This design comes from an exercise in tuning for small area on the open sky130 flow, not from production work. Only simulation tests tie the RTL to the original design; equivalence was not proved. Power is estimated from default activity; no workload was simulated.

== exp/harbor ==
==> flow/design.v (excerpt) <==
module fanctl (
    input  wire        clk,
    input  wire        rst,           
    input  wire        bus_wr,
    input  wire [2:0]  bus_addr,
    input  wire [31:0] bus_wdata,
    output reg  [31:0] bus_rdata,
    input  wire [7:0]  ticks,
    output wire        act_req,
    output wire [2:0]  act_op,
    output wire [5:0]  act_pin,
    output wire        act_val,
    input  wire        act_ack,
    input  wire        act_ok,
    input  wire [31:0] act_rdata,
    output reg         tr_set_valid,
    output wire [5:0]  tr_set_pin,
    output wire        tr_set_val,
    output reg         tr_dec_valid,
    output wire [3:0]  tr_dec_op,
    output wire [31:0] tr_dec_t,
    output reg  [3:0]  tr_dec_outcome,
    output wire [6:0]  tr_dec_perc,
    output wire        tr_dec_sleep
);
    localparam [2:0] ST_IDLE = 3'd0, ST_BUSY = 3'd1, ST_DONE = 3'd2,
                     ST_STOPPED = 3'd3, ST_FAULT = 3'd4;
    localparam [3:0] OP_FIXED = 4'h1, OP_HYST = 4'h2, OP_THERMO = 4'h3,
                     OP_RPIN = 4'h4, OP_RTEMP = 4'h5, OP_PULSE = 4'h6,
                     OP_STOP = 4'h7;
    localparam [3:0] F_NONE = 4'd0, F_SENSOR = 4'd1, F_OPEN = 4'd2,
                     F_CFG = 4'd3, F_IO = 4'd4, F_USAGE = 4'd5;
    localparam [3:0] O_SKIP = 4'd0, O_NONE = 4'd1, O_ON = 4'd2, O_OFF = 4'd3,
                     O_SLEEP = 4'd4, O_WAKE = 4'd5, O_INC = 4'd6,
                     O_DEC = 4'd7, O_HOLD = 4'd8;
    localparam [3:0] S_OPEN  = 4'b0000,
                     S_CFG   = 4'b0001,
                     S_SETH  = 4'b0010,    
                     S_GET   = 4'b0011,
  ...
Size in the first run: ~1200 cells after synthesis, about 140 flip-flops, about 180 I/O pins, roughly 11000 um^2 of cells after synthesis.
Settings: LEC_CHECK=0, ABC_AREA=1, CAP_MARGIN=20, CORE_MARGIN=2, CORE_UTILIZATION=50, CTS_BUF_LIST=sky130_fd_sc_hd__clkbuf_8, PLACE_DENSITY=0.6, SLEW_MARGIN=20; clock period 50.0 ns.
standard.sh (not shown) runs the stock make flow with config.mk's settings and CLKGATE_MAP_FILE= SYNTH_SCRIPT=/design/flow/synth_recipe.tcl, a recipe that flattens the netlist after the stock synthesis.
==> flow/flow/run.sh <==
#!/bin/bash
# Own layout flow: the standard flow (standard.sh) with two changes:
#  - ABC maps the synthesised logic with an area-oriented script (flow/abc_area.script)
#    in place of ORFS's abc_area.script; everything else in synthesis is unchanged;
#  - the port buffers that placement inserts are the smallest buffer (buf_1), and
#    synthesis adds no buffers of its own between registers and ports (placement buffers
#    every port anyway);
#  - clock tree synthesis builds fewer, larger leaf clusters and adds no dummy loads.
# Each tool's output is kept in the ORFS logs under orfs/logs; standard.sh's own output
# goes to standard.log in this folder.
set -euo pipefail
W=$(pwd)
rm -rf "$W/scripts_own"
cp -r "$FLOW_HOME/scripts" "$W/scripts_own"
cp "$W/flow/abc_area.script" "$W/scripts_own/abc_area.script"
export SCRIPTS_DIR="$W/scripts_own"
export BUFFER_PORTS_ARGS="-buffer_cell sky130_fd_sc_hd__buf_1"
export SYNTH_INSBUF=0
# clock tree: clkbuf_8 clusters of up to 30 registers, no dummy balancing loads
export CTS_ARGS="-sink_clustering_enable -repair_clock_nets -dont_use_dummy_load -buf_list sky130_fd_sc_hd__clkbuf_8 -sink_clustering_size 30 -sink_clustering_max_diameter 150"
bash "$W/standard.sh" > "$W/standard.log" 2>&1
==> flow/flow/abc_area.script <==
strash
&get -n
&st
&dch
&nf -R 1000
&put
strash
&get -n
&st
&dch
&nf -R 1000
&put
strash
&get -n
&st
&dch
&nf -R 1000
&put
topo
Edits applied to the flow inputs when going from exp/harbor to exp/nickel:
==> flow/flow/run.sh <==
#!/bin/bash
# Own layout flow: the standard flow (standard.sh) with two changes:
#  - ABC maps the synthesised logic with an area-oriented script (flow/abc_area.script)
#    in place of ORFS's abc_area.script; everything else in synthesis is unchanged;
#  - the port buffers that placement inserts are the smallest buffer (buf_1), and
#    synthesis adds no buffers of its own between registers and ports (placement buffers
#    every port anyway).
# Each tool's output is kept in the ORFS logs under orfs/logs; standard.sh's own output
# goes to standard.log in this folder.
set -euo pipefail
W=$(pwd)
rm -rf "$W/scripts_own"
cp -r "$FLOW_HOME/scripts" "$W/scripts_own"
cp "$W/flow/abc_area.script" "$W/scripts_own/abc_area.script"
export SCRIPTS_DIR="$W/scripts_own"
export BUFFER_PORTS_ARGS="-buffer_cell sky130_fd_sc_hd__buf_1"
export SYNTH_INSBUF=0
bash "$W/standard.sh" > "$W/standard.log" 2>&1
Notes after the runs:
On least setup slack across all paths after layout: exp/nickel sits above exp/harbor.
In the final reports, the cell area of exp/nickel is larger than that of exp/harbor.
Re final worst-path cycle share: exp/harbor and exp/nickel aren't equal, and the higher value belongs to exp/harbor.
When exp/nickel is measured against exp/harbor, its fmax turns out about 0.4% higher.
Inputs modified between exp/nickel and exp/zinc:
-- flow/flow/run.sh --
<<< exp/nickel, line 6
#    synthesis adds no buffers of its own between registers and ports (placement buffers
#    every port anyway).
# Each tool's output is kept in the ORFS logs under orfs/logs; standard.sh's own output
>>> exp/zinc, line 6
#    synthesis adds no buffers of its own between registers and ports (placement buffers
#    every port anyway);
#  - clock tree synthesis builds fewer, larger leaf clusters and adds no dummy loads.
# Each tool's output is kept in the ORFS logs under orfs/logs; standard.sh's own output
<<< exp/nickel, line 17
export SYNTH_INSBUF=0
bash "$W/standard.sh" > "$W/standard.log" 2>&1
>>> exp/zinc, line 18
export SYNTH_INSBUF=0
# clock tree: clkbuf_8 clusters of up to 30 registers, no dummy balancing loads
export CTS_ARGS="-sink_clustering_enable -repair_clock_nets -dont_use_dummy_load -buf_list sky130_fd_sc_hd__clkbuf_16 -sink_clustering_size 50 -sink_clustering_max_diameter 400"
bash "$W/standard.sh" > "$W/standard.log" 2>&1
-- flow/flow/abc_area.script --
<<< exp/nickel, line 1
strash
>>> exp/zinc, line 1
strash
&get -n
&st
&dch
&nf -R 1000
&put
strash
&get -n
&st
&dch
&nf -R 1000
&put
strash
Findings:
The post-synthesis share of cell area spent on xor and xnor gates was comparable across exp/zinc and exp/nickel. Of exp/zinc and exp/nickel, the lower die height belongs to exp/zinc. Area of the placeable core, exp/zinc and exp/nickel: larger value in exp/nickel.

* * *

Starting RTL as in the previous note.
Design fanctl, start of the top module:
module fanctl (
    input  wire        clk,
    input  wire        rst,           
    input  wire        bus_wr,
    input  wire [2:0]  bus_addr,
    input  wire [31:0] bus_wdata,
    output reg  [31:0] bus_rdata,
    input  wire [7:0]  ticks,
    output wire        act_req,
    output wire [2:0]  act_op,
    output wire [5:0]  act_pin,
    output wire        act_val,
    input  wire        act_ack,
    input  wire        act_ok,
    input  wire [31:0] act_rdata,
    output reg         tr_set_valid,
    output wire [5:0]  tr_set_pin,
    output wire        tr_set_val,
    output reg         tr_dec_valid,
    output wire [3:0]  tr_dec_op,
    output wire [31:0] tr_dec_t,
    output reg  [3:0]  tr_dec_outcome,
    output wire [6:0]  tr_dec_perc,
    output wire        tr_dec_sleep
);
==> flow/config.mk <==
export PLATFORM = sky130hd
export DESIGN_NAME = fanctl
export DESIGN_NICKNAME = fanctl
export VERILOG_FILES = /design/flow/design.v
export SDC_FILE = /design/flow/constraint.sdc
export NUM_CORES = 4
export LEC_CHECK = 0
export ABC_AREA = 1
export CAP_MARGIN = 20
export CORE_MARGIN = 2
export CORE_UTILIZATION = 50
export CTS_BUF_LIST = sky130_fd_sc_hd__clkbuf_8
export PLACE_DENSITY = 0.6
export SLEW_MARGIN = 20
==> flow/constraint.sdc <==
create_clock -name core_clock -period 50.0 [get_ports {clk}]
set_input_delay 10.0000 -clock core_clock [delete_from_list [all_inputs] [get_ports {clk}]]
set_output_delay 10.0000 -clock core_clock [all_outputs]
set_load 0.01 [all_outputs]
==> flow/flow/run.sh <==
#!/bin/bash
# Own layout flow: the standard flow (standard.sh) with two changes:
#  - ABC maps the synthesised logic with an area-oriented script (flow/abc_area.script)
#    in place of ORFS's abc_area.script; everything else in synthesis is unchanged;
#  - the port buffers that placement inserts are the smallest buffer (buf_1), and
#    synthesis adds no buffers of its own between registers and ports (placement buffers
#    every port anyway);
#  - clock tree synthesis builds fewer, larger leaf clusters and adds no dummy loads.
# Each tool's output is kept in the ORFS logs under orfs/logs; standard.sh's own output
# goes to standard.log in this folder.
set -euo pipefail
W=$(pwd)
rm -rf "$W/scripts_own"
cp -r "$FLOW_HOME/scripts" "$W/scripts_own"
cp "$W/flow/abc_area.script" "$W/scripts_own/abc_area.script"
export SCRIPTS_DIR="$W/scripts_own"
export BUFFER_PORTS_ARGS="-buffer_cell sky130_fd_sc_hd__buf_1"
export SYNTH_INSBUF=0
# clock tree: clkbuf_8 clusters of up to 30 registers, no dummy balancing loads
export CTS_ARGS="-repair_clock_nets -dont_use_dummy_load -buf_list sky130_fd_sc_hd__clkbuf_8"
bash "$W/standard.sh" > "$W/standard.log" 2>&1
==> flow/flow/abc_area.script <==
strash
&get -n
&st
&dch
&nf -R 1000
&put
strash
&get -n
&st
&dch
&nf -R 1000
&put
strash
&get -n
&st
&dch
&nf -R 1000
&put
strash
&get -n
&st
&dch
&nf -R 1000
&put
strash
&get -n
&st
&dch
&nf -R 1000
&put
topo
The first run completed with no timing, DRC or antenna violations.
Change:
--- a/flow/flow/run.sh
+++ b/flow/flow/run.sh
@@ -6,5 +6,5 @@
 #    synthesis adds no buffers of its own between registers and ports (placement buffers
 #    every port anyway);
-#  - clock tree synthesis builds fewer, larger leaf clusters and adds no dummy loads.
+#  - the resizer may not use the largest buffers and inverters.
 # Each tool's output is kept in the ORFS logs under orfs/logs; standard.sh's own output
 # goes to standard.log in this folder.
@@ -17,5 +17,5 @@
 export BUFFER_PORTS_ARGS="-buffer_cell sky130_fd_sc_hd__buf_1"
 export SYNTH_INSBUF=0
-# clock tree: clkbuf_8 clusters of up to 30 registers, no dummy balancing loads
-export CTS_ARGS="-repair_clock_nets -dont_use_dummy_load -buf_list sky130_fd_sc_hd__clkbuf_8"
+# keep the resizer's repairs to small buffers and inverters
+export DONT_USE_CELLS="sky130_fd_sc_hd__bufinv_8 sky130_fd_sc_hd__bufinv_16 sky130_fd_sc_hd__buf_8 sky130_fd_sc_hd__buf_12 sky130_fd_sc_hd__buf_16 sky130_fd_sc_hd__inv_8 sky130_fd_sc_hd__inv_12 sky130_fd_sc_hd__inv_16 sky130_fd_sc_hd__clkinv_8 sky130_fd_sc_hd__clkinv_16 sky130_fd_sc_hd__clkbuf_16"
 bash "$W/standard.sh" > "$W/standard.log" 2>&1
==> flow/flow/abc_area.script (replaced) <==
strash
&get -n
&st
&dch
&nf -R 1000
&put
strash
&get -n
&st
&dch
&nf -R 1000
&put
strash
&get -n
&st
&dch
&nf -R 1000
&put
topo
Wire length rises by a few percent.
Design area climbs by a few percent.
Utilization decreases by 0.28 points.
Non-clock buffer count stays the same.
Sequential cell count stays the same.
Change:
--- a/flow/flow/run.sh
+++ b/flow/flow/run.sh
@@ -6,5 +6,5 @@
 #    synthesis adds no buffers of its own between registers and ports (placement buffers
 #    every port anyway);
-#  - the resizer may not use the largest buffers and inverters.
+#  - clock tree synthesis builds fewer, larger leaf clusters and adds no dummy loads.
 # Each tool's output is kept in the ORFS logs under orfs/logs; standard.sh's own output
 # goes to standard.log in this folder.
@@ -17,5 +17,5 @@
 export BUFFER_PORTS_ARGS="-buffer_cell sky130_fd_sc_hd__buf_1"
 export SYNTH_INSBUF=0
-# keep the resizer's repairs to small buffers and inverters
-export DONT_USE_CELLS="sky130_fd_sc_hd__bufinv_8 sky130_fd_sc_hd__bufinv_16 sky130_fd_sc_hd__buf_8 sky130_fd_sc_hd__buf_12 sky130_fd_sc_hd__buf_16 sky130_fd_sc_hd__inv_8 sky130_fd_sc_hd__inv_12 sky130_fd_sc_hd__inv_16 sky130_fd_sc_hd__clkinv_8 sky130_fd_sc_hd__clkinv_16 sky130_fd_sc_hd__clkbuf_16"
+# clock tree: clkbuf_8 clusters of up to 30 registers, no dummy balancing loads
+export CTS_ARGS="-sink_clustering_enable -repair_clock_nets -dont_use_dummy_load -buf_list sky130_fd_sc_hd__clkbuf_8 -sink_clustering_size 30 -sink_clustering_max_diameter 150"
 bash "$W/standard.sh" > "$W/standard.log" 2>&1
--- a/flow/flow/abc_area.script
+++ b/flow/flow/abc_area.script
@@ -1,2 +1,14 @@
+strash
+&get -n
+&st
+&dch
+&nf -R 1000
+&put
+strash
+&get -n
+&st
+&dch
+&nf -R 1000
+&put
 strash
 &get -n
Result: Clock skew rises by 0.012 ns; total power goes down by 9.7%; utilization rose by 0.28 points; worst setup slack improves by 0.32 ns; register-to-register slack gets better by 0.46 ns; combinational power is lower by about 2%; final cell count decreases by 1.3%; sequential power stays flat.
Change:
--- a/flow/flow/run.sh
+++ b/flow/flow/run.sh
@@ -1,6 +1,10 @@
 #!/bin/bash
-# Own layout flow: the standard flow (standard.sh) with two changes:
-#  - ABC maps the synthesised logic with an area-oriented script (flow/abc_area.script)
-#    in place of ORFS's abc_area.script; everything else in synthesis is unchanged;
+# Own layout flow: the standard flow (standard.sh) with these changes:
+#  - synthesis skips the quick ABC pass inside Yosys's synth command (-noabc), so the
+#    ripple-carry adders of the RTL reach extract_fa intact and map to full-adder cells
+#    without extra inverters;
+#  - the final ABC maps the synthesised logic with an area-oriented script
+#    (flow/abc_area.script) in place of ORFS's abc_area.script; everything else in
+#    synthesis is unchanged;
 #  - the port buffers that placement inserts are the smallest buffer (buf_1), and
 #    synthesis adds no buffers of its own between registers and ports (placement buffers
@@ -17,4 +21,5 @@
 export BUFFER_PORTS_ARGS="-buffer_cell sky130_fd_sc_hd__buf_1"
 export SYNTH_INSBUF=0
+export SYNTH_ARGS="-noabc"
 # clock tree: clkbuf_8 clusters of up to 30 registers, no dummy balancing loads
 export CTS_ARGS="-sink_clustering_enable -repair_clock_nets -dont_use_dummy_load -buf_list sky130_fd_sc_hd__clkbuf_8 -sink_clustering_size 30 -sink_clustering_max_diameter 150"
What happened: Die area went down by 1.5%; flip-flop and latch count stays the same; total power went up by 5.8%; cell area went down by 1.3%; cell count went down by 1.8%; critical path depth went down by 1; synthesized cell count went down by 2.3%.

==> port drivers added, routing unchanged <==
The flow's constraints put no driver on any port. The routed layouts listed below were extracted and timed again, unchanged, in two steps. Step 1 (the two cells are an assumption about what drives the block):
set clk [get_ports {clk}]
set_driving_cell -lib_cell sky130_fd_sc_hd__clkbuf_16 $clk
set_driving_cell -lib_cell sky130_fd_sc_hd__buf_2 [delete_from_list [all_inputs] $clk]
Step 2, shift: input delay + t, output delay - t, t = (earliest + latest rising clock arrival at the registers) / 2. This alone moves slack from input paths to output paths. a / b / c = no drivers / after step 1 / after step 2; a / b = the first two.
run | t, ns | slack for setup (ns) | hold slack, ns | slew at the worst register clock pin (ns)
exp/harbor | 0.494 | 27.151 / 27.177 / 26.682 | 0.463 / 0.463 / 0.463 | 0.09 / 0.09
exp/nickel | 0.508 | 27.243 / 27.267 / 26.759 | 0.466 / 0.466 / 0.466 | 0.10 / 0.10
exp/zinc | 0.472 | 27.509 / 27.540 / 27.068 | 0.464 / 0.464 / 0.464 | 0.07 / 0.07
the first run of note 2 | 0.500 | 27.562 / 27.589 / 27.088 | 0.465 / 0.465 / 0.465 | 0.09 / 0.09
the second run of note 2 | 0.508 | 27.243 / 27.267 / 26.759 | 0.466 / 0.466 / 0.466 | 0.10 / 0.10
the third run of note 2 | 0.500 | 27.562 / 27.589 / 27.088 | 0.465 / 0.465 / 0.465 | 0.09 / 0.09
the fourth run of note 2 | 0.494 | 25.091 / 25.115 / 24.621 | 0.463 / 0.463 / 0.463 | 0.09 / 0.09
After both steps every run listed still meets setup and hold.
